Background: an optimization exercise with open tools, aiming at small area, a short achievable clock period and few clock cycles per item. Do not read the settings as production practice. RTL that was checked went through simulation tests only; none was proved equivalent to the original.

Design yrc_pix2x2, start of the top module:
module yrc_pix2x2 (
    input  wire        clk,
    input  wire        rst,         
    input  wire        in_valid,
    output wire        in_ready,
    input  wire [31:0] in_y,        
    input  wire [7:0]  in_v,
    input  wire [7:0]  in_u,
    output reg         out_valid,
    input  wire        out_ready,
    output reg  [95:0] out_rgb,     
    output reg  [31:0] out_gray     
);
    wire adv = !out_valid || out_ready;
    reg  [1:0]  cnt;                
    reg         full;               
    reg  [47:0] f0, f1;             
    reg         s1_valid, s2_valid;
    reg  [97:0] s1;                 
    reg  [127:0] s2;                
    assign in_ready = !full;
    wire push = in_valid && !full;
    wire pop  = adv && (cnt != 2'd0);
    wire [31:0] yl_in;
    genvar k;
    generate
        for (k = 0; k < 4; k = k + 1) begin : yin
            assign yl_in[8*k +: 8] = (in_y[8*k+4 +: 4] == 4'd0) ? 8'd0
                                   : {in_y[8*k+4 +: 4] - 4'd1, in_y[8*k +: 4]};
        end
    endgenerate
    wire [47:0] blk_in = {in_u, in_v, yl_in};
    always @(posedge clk) begin
        if (rst) begin
            cnt       <= 2'd0;
            full      <= 1'b0;
            s1_valid  <= 1'b0;
            s2_valid  <= 1'b0;
            out_valid <= 1'b0;
        end else begin
            cnt  <= cnt + {1'b0, push} - {1'b0, pop};
            full <= (cnt + {1'b0, push} - {1'b0, pop}) == 2'd2;
            if (adv) begin
                s1_valid  <= cnt != 2'd0;
                s2_valid  <= s1_valid;
                out_valid <= s2_valid;
            end
        end
    end
    always @(posedge clk) begin
  ...
Size in the first run: roughly 3600 cells after synthesis, ~180 I/O pins.
==> module yrc_pix2x2, before the edit <==
module yrc_pix2x2 (
    input  wire        clk,
    input  wire        rst,         
    input  wire        in_valid,
    output wire        in_ready,
    input  wire [31:0] in_y,        
    input  wire [7:0]  in_v,
    input  wire [7:0]  in_u,
    output reg         out_valid,
    input  wire        out_ready,
    output reg  [95:0] out_rgb,     
    output reg  [31:0] out_gray     
);
    wire adv = !out_valid || out_ready;
    reg  [1:0]  cnt;                
    reg         full;               
    reg  [47:0] f0, f1;             
    reg         s1_valid, s2_valid;
    reg  [97:0] s1;                 
    reg  [127:0] s2;                
    assign in_ready = !full;
    wire push = in_valid && !full;
    wire pop  = adv && (cnt != 2'd0);
    wire [31:0] yl_in;
    genvar k;
    generate
        for (k = 0; k < 4; k = k + 1) begin : yin
            assign yl_in[8*k +: 8] = (in_y[8*k+4 +: 4] == 4'd0) ? 8'd0
                                   : {in_y[8*k+4 +: 4] - 4'd1, in_y[8*k +: 4]};
        end
    endgenerate
    wire [47:0] blk_in = {in_u, in_v, yl_in};
    always @(posedge clk) begin
        if (rst) begin
            cnt       <= 2'd0;
            full      <= 1'b0;
            s1_valid  <= 1'b0;
            s2_valid  <= 1'b0;
            out_valid <= 1'b0;
        end else begin
            cnt  <= cnt + {1'b0, push} - {1'b0, pop};
            full <= (cnt + {1'b0, push} - {1'b0, pop}) == 2'd2;
            if (adv) begin
                s1_valid  <= cnt != 2'd0;
                s2_valid  <= s1_valid;
                out_valid <= s2_valid;
            end
        end
    end
    always @(posedge clk) begin
        if (cnt == 2'd0 || pop) f0 <= full ? f1 : blk_in;
        if (!full)              f1 <= blk_in;
    end
    wire [7:0]  h_v = f0[39:32];
    wire [7:0]  h_u = f0[47:40];
    wire [17:0] cr;
    wire [28:0] cg;
    wire [18:0] cb;
    yrc_chroma u_chroma (.v(h_v), .u(h_u), .nv(~h_v), .nu(~h_u), .cr(cr), .cg(cg), .cb(cb));
    wire [17:0] s1_cr = s1[49:32];
    wire [28:0] s1_cg = s1[78:50];
    wire [18:0] s1_cb = s1[97:79];
    wire [127:0] sums;
    wire [95:0]  rgb;
    wire [31:0]  gray;
    generate
        for (k = 0; k < 4; k = k + 1) begin : px
            yrc_yuv_px u_yuv (
                .yl(s1[8*k +: 8]), .cr(s1_cr), .cg(s1_cg), .cb(s1_cb),
                .rs(sums[32*k +: 11]), .gs(sums[32*k+11 +: 10]), .bs(sums[32*k+21 +: 11])
            );
            yrc_gray_px u_gray (
                .rs(s2[32*k +: 11]), .gs(s2[32*k+11 +: 10]), .bs(s2[32*k+21 +: 11]),
                .r(rgb[24*k +: 8]), .g(rgb[24*k+8 +: 8]), .b(rgb[24*k+16 +: 8]),
                .gray(gray[8*k +: 8])
            );
        end
    endgenerate
    always @(posedge clk) begin
        if (adv) begin
            s1       <= {cb, cg, cr, f0[31:0]};
            s2       <= sums;
            out_rgb  <= rgb;
            out_gray <= gray;
        end
    end
endmodule
Settings: LEC_CHECK=0, CAP_MARGIN=20, CORE_MARGIN=2, CORE_UTILIZATION=40, SLEW_MARGIN=20; clock period 22.0 ns.
standard.sh (not shown) runs the stock make flow with config.mk's settings and CLKGATE_MAP_FILE= SYNTH_SCRIPT=/design/flow/synth_recipe.tcl, a recipe that flattens the netlist after the stock synthesis.
==> flow/flow/run.sh <==
#!/bin/bash
# Standard layout with two changes:
#  - between synthesis and floorplan, flow/invpush.py removes inverters around
#    full-adder cells in the synthesized netlist (a full adder is self-dual),
#    keeping every register as synthesized;
#  - the port buffers that global placement inserts are buf_2 cells.
set -euo pipefail
R=orfs/results/${FLOW_PLATFORM}/yrc_pix2x2/base
bash standard.sh synth > synth.log 2>&1
cp $R/1_2_yosys.v $R/1_2_yosys_std.v
python3 flow/invpush.py $R/1_2_yosys_std.v $R/1_2_yosys.v > invpush.log 2>&1
# rebuild the synthesis database from the edited netlist, then lay it out
rm -f $R/1_synth.odb $R/1_synth.sdc
bash standard.sh finish "BUFFER_PORTS_ARGS=-buffer_cell sky130_fd_sc_hd__buf_2" > layout.log 2>&1
Other scripts of this flow, unchanged in this note and not shown: flow/flow/invpush.py
The starting point passed the timing, DRC and antenna checks.
Testbench counts at the start, summed over its fixed seeds: cycles 8,016, items 8,000.
==> next run, changes <==
--- a/flow/design.v
+++ b/flow/design.v
@@ -1744,61 +1744,51 @@
     output reg  [31:0] out_gray     
 );
     wire adv = !out_valid || out_ready;
-    reg  [1:0]  cnt;                
-    reg         full;               
-    reg  [47:0] f0, f1;             
-    reg         s1_valid, s2_valid;
-    reg  [97:0] s1;                 
-    reg  [127:0] s2;                
-    assign in_ready = !full;
-    wire push = in_valid && !full;
-    wire pop  = adv && (cnt != 2'd0);
-    wire [31:0] yl_in;
-    genvar k;
-    generate
-        for (k = 0; k < 4; k = k + 1) begin : yin
-            assign yl_in[8*k +: 8] = (in_y[8*k+4 +: 4] == 4'd0) ? 8'd0
-                                   : {in_y[8*k+4 +: 4] - 4'd1, in_y[8*k +: 4]};
-        end
-    endgenerate
-    wire [47:0] blk_in = {in_u, in_v, yl_in};
+    reg        sk_valid;
+    reg [47:0] sk;
+    reg        s1_valid, s2_valid;
+    reg [47:0] s1;
+    reg [127:0] s2;    
+    assign in_ready = !sk_valid;
+    wire in_fire = in_valid && !sk_valid;
     always @(posedge clk) begin
         if (rst) begin
-            cnt       <= 2'd0;
-            full      <= 1'b0;
+            sk_valid  <= 1'b0;
             s1_valid  <= 1'b0;
             s2_valid  <= 1'b0;
             out_valid <= 1'b0;
         end else begin
-            cnt  <= cnt + {1'b0, push} - {1'b0, pop};
-            full <= (cnt + {1'b0, push} - {1'b0, pop}) == 2'd2;
             if (adv) begin
-                s1_valid  <= cnt != 2'd0;
+                sk_valid  <= 1'b0;
+                s1_valid  <= sk_valid || in_fire;
                 s2_valid  <= s1_valid;
                 out_valid <= s2_valid;
+            end else if (in_fire) begin
+                sk_valid  <= 1'b1;
             end
         end
     end
     always @(posedge clk) begin
-        if (cnt == 2'd0 || pop) f0 <= full ? f1 : blk_in;
-        if (!full)              f1 <= blk_in;
+        if (!sk_valid) sk <= {in_u, in_v, in_y};
     end
-    wire [7:0]  h_v = f0[39:32];
-    wire [7:0]  h_u = f0[47:40];
+    wire [7:0]  y_v = s1[39:32];
+    wire [7:0]  y_u = s1[47:40];
     wire [17:0] cr;
     wire [28:0] cg;
     wire [18:0] cb;
-    yrc_chroma u_chroma (.v(h_v), .u(h_u), .nv(~h_v), .nu(~h_u), .cr(cr), .cg(cg), .cb(cb));
-    wire [17:0] s1_cr = s1[49:32];
-    wire [28:0] s1_cg = s1[78:50];
-    wire [18:0] s1_cb = s1[97:79];
+    yrc_chroma u_chroma (.v(y_v), .u(y_u), .nv(~y_v), .nu(~y_u), .cr(cr), .cg(cg), .cb(cb));
     wire [127:0] sums;
     wire [95:0]  rgb;
     wire [31:0]  gray;
+    wire [47:0] blk = sk_valid ? sk : {in_u, in_v, in_y};
+    wire [31:0] yl;
+    genvar k;
     generate
         for (k = 0; k < 4; k = k + 1) begin : px
+            assign yl[8*k +: 8] = (blk[8*k+4 +: 4] == 4'd0) ? 8'd0
+                                : {blk[8*k+4 +: 4] - 4'd1, blk[8*k +: 4]};
             yrc_yuv_px u_yuv (
-                .yl(s1[8*k +: 8]), .cr(s1_cr), .cg(s1_cg), .cb(s1_cb),
+                .yl(s1[8*k +: 8]), .cr(cr), .cg(cg), .cb(cb),
                 .rs(sums[32*k +: 11]), .gs(sums[32*k+11 +: 10]), .bs(sums[32*k+21 +: 11])
             );
             yrc_gray_px u_gray (
@@ -1810,7 +1800,7 @@
     endgenerate
     always @(posedge clk) begin
         if (adv) begin
-            s1       <= {cb, cg, cr, f0[31:0]};
+            s1       <= {blk[47:32], yl};
             s2       <= sums;
             out_rgb  <= rgb;
             out_gray <= gray;
After rerunning: Global-route usage rose by 0.55 points; count of clock-buffer cells in the layout drops by 16; core utilization rose by 0.13 points; final area went down by 6.1%; die area came out lower by 6.1%; routed wire length falls by 3.1%; clock skew came out lower by 9.6 ps; via count went down by 3.6%; setup slack loses 1500 ps.
Only the layout flow was run in the second run of this note; the RTL was not checked for function there.

---

yrc_pix2x2, a different RTL version from the one above (not shown whole).
Size in the first run: about 3500 cells after synthesis, roughly 42000 um2 of cells after synthesis.
Settings: LEC_CHECK=0, CAP_MARGIN=20, CORE_MARGIN=2, CORE_UTILIZATION=40, SLEW_MARGIN=20; clock period 22.0 ns.
==> flow/flow/run.sh <==
#!/bin/bash
# Standard layout, with one extra step between synthesis and floorplan:
# flow/invpush.py removes inverters around full-adder cells in the synthesized
# netlist (a full adder is self-dual), keeping every register as synthesized.
set -euo pipefail
R=orfs/results/${FLOW_PLATFORM}/yrc_pix2x2/base
bash standard.sh synth > synth.log 2>&1
cp $R/1_2_yosys.v $R/1_2_yosys_std.v
python3 flow/invpush.py $R/1_2_yosys_std.v $R/1_2_yosys.v > invpush.log 2>&1
# rebuild the synthesis database from the edited netlist, then lay it out
rm -f $R/1_synth.odb $R/1_synth.sdc
bash standard.sh finish > layout.log 2>&1
Other scripts of this flow, unchanged in this note and not shown: flow/flow/invpush.py
Testbench counts at the start, summed over its fixed seeds: cycles 8,012, items 8,000.
Change:
--- a/flow/design.v
+++ b/flow/design.v
@@ -617,20 +617,20 @@
     assign rs = {t493, t492, t491, t490, t489, t488, t487, t486, t485, t484, t483};
     assign gs = {t381, t380, t379, t378, t377, t376, t375, t374, t373, t372};
     assign bs = {t605, t604, t603, t602, t601, t600, t599, t598, t597, t596, t595};
 endmodule
 module yrc_chroma (
     input  wire [7:0]  v,
     input  wire [7:0]  u,
+    input  wire [7:0]  nv,    
+    input  wire [7:0]  nu,    
     output wire [17:0] cr,
     output wire [28:0] cg,
     output wire [18:0] cb
 );
-    wire [7:0] nv = ~v;
-    wire [7:0] nu = ~u;
     wire c0 = ~nv[7];
     wire c1 = ~v[6];
     wire c2 = ~nv[7];
     wire c3 = ~(nv[5] ^ v[2]);
     wire c4 = nv[5] | v[2];
     wire c5 = ~(nv[6] ^ v[3]);
     wire c6 = nv[6] | v[3];
@@ -1795,15 +1795,15 @@
     output reg  [95:0] out_rgb,     
     output reg  [31:0] out_gray     
 );
     wire adv = !out_valid || out_ready;
     reg        sk_valid;
     reg [47:0] sk;
     reg        s1_valid, s2_valid;
-    reg [47:0] s1;
+    reg [63:0] s1;
     reg [127:0] s2;    
     assign in_ready = !sk_valid;
     wire in_fire = in_valid && !sk_valid;
     always @(posedge clk) begin
         if (rst) begin
             sk_valid  <= 1'b0;
             s1_valid  <= 1'b0;
@@ -1824,15 +1824,15 @@
         if (!sk_valid) sk <= {in_u, in_v, in_y};
     end
     wire [7:0]  y_v = s1[39:32];
     wire [7:0]  y_u = s1[47:40];
     wire [17:0] cr;
     wire [28:0] cg;
     wire [18:0] cb;
-    yrc_chroma u_chroma (.v(y_v), .u(y_u), .cr(cr), .cg(cg), .cb(cb));
+    yrc_chroma u_chroma (.v(y_v), .u(y_u), .nv(s1[55:48]), .nu(s1[63:56]), .cr(cr), .cg(cg), .cb(cb));
     wire [127:0] sums;
     wire [95:0]  rgb;
     wire [31:0]  gray;
     wire [47:0] blk = sk_valid ? sk : {in_u, in_v, in_y};
     wire [31:0] yl;
     genvar k;
     generate
@@ -1848,14 +1848,14 @@
                 .r(rgb[24*k +: 8]), .g(rgb[24*k+8 +: 8]), .b(rgb[24*k+16 +: 8]),
                 .gray(gray[8*k +: 8])
             );
         end
     endgenerate
     always @(posedge clk) begin
         if (adv) begin
-            s1       <= {blk[47:32], yl};
+            s1       <= {~blk[47:32], blk[47:32], yl};
             s2       <= sums;
             out_rgb  <= rgb;
             out_gray <= gray;
         end
     end
 endmodule
- setup slack improved by 0.030 ns
- fmax went up by 0.39%
- synthesized area went up by 0.42%
- first-iteration DRC count went up by 16%
- sequential share of layout area went up by 0.94 points
- cell count went down by 0.55%
Testbench counts after the change, summed over its fixed seeds: cycles 8,012, items 8,000.

-- port drivers added, routing unchanged --
Ports are ideal in the flow. The routed layouts listed here were re-timed in OpenROAD.
Step 1: set_driving_cell puts a clkbuf_16 on clk and a buf_2 on each other input, an assumption about the parent block.
Step 2 moves the port delays by t, midway between the first and last clock arrival at a register: inputs arrive t later, outputs are due t later. That takes back most of the time a late clock gives input paths.
a / b / c = ideal / step 1 / step 2; a / b = the first two.
| run | t, ns | slack for setup (ns) | clock arrival spread, ns | worst data-port slew with drivers (ns) |
|---|---|---|---|---|
| the first run of note 1 | 0.716 | 15.185 / 15.116 / 15.305 | 0.038 / 0.038 | 0.06 |
| the second run of note 1 | 0.693 | 13.716 / 13.716 / 13.716 | 0.031 / 0.032 | 0.06 |
| the first run of note 2 | 0.689 | 14.301 / 14.301 / 14.301 | 0.045 / 0.045 | 0.05 |
| the second run of note 2 | 0.684 | 14.331 / 14.331 / 14.331 | 0.051 / 0.051 | 0.05 |
After both steps setup and hold are still met in every run listed.
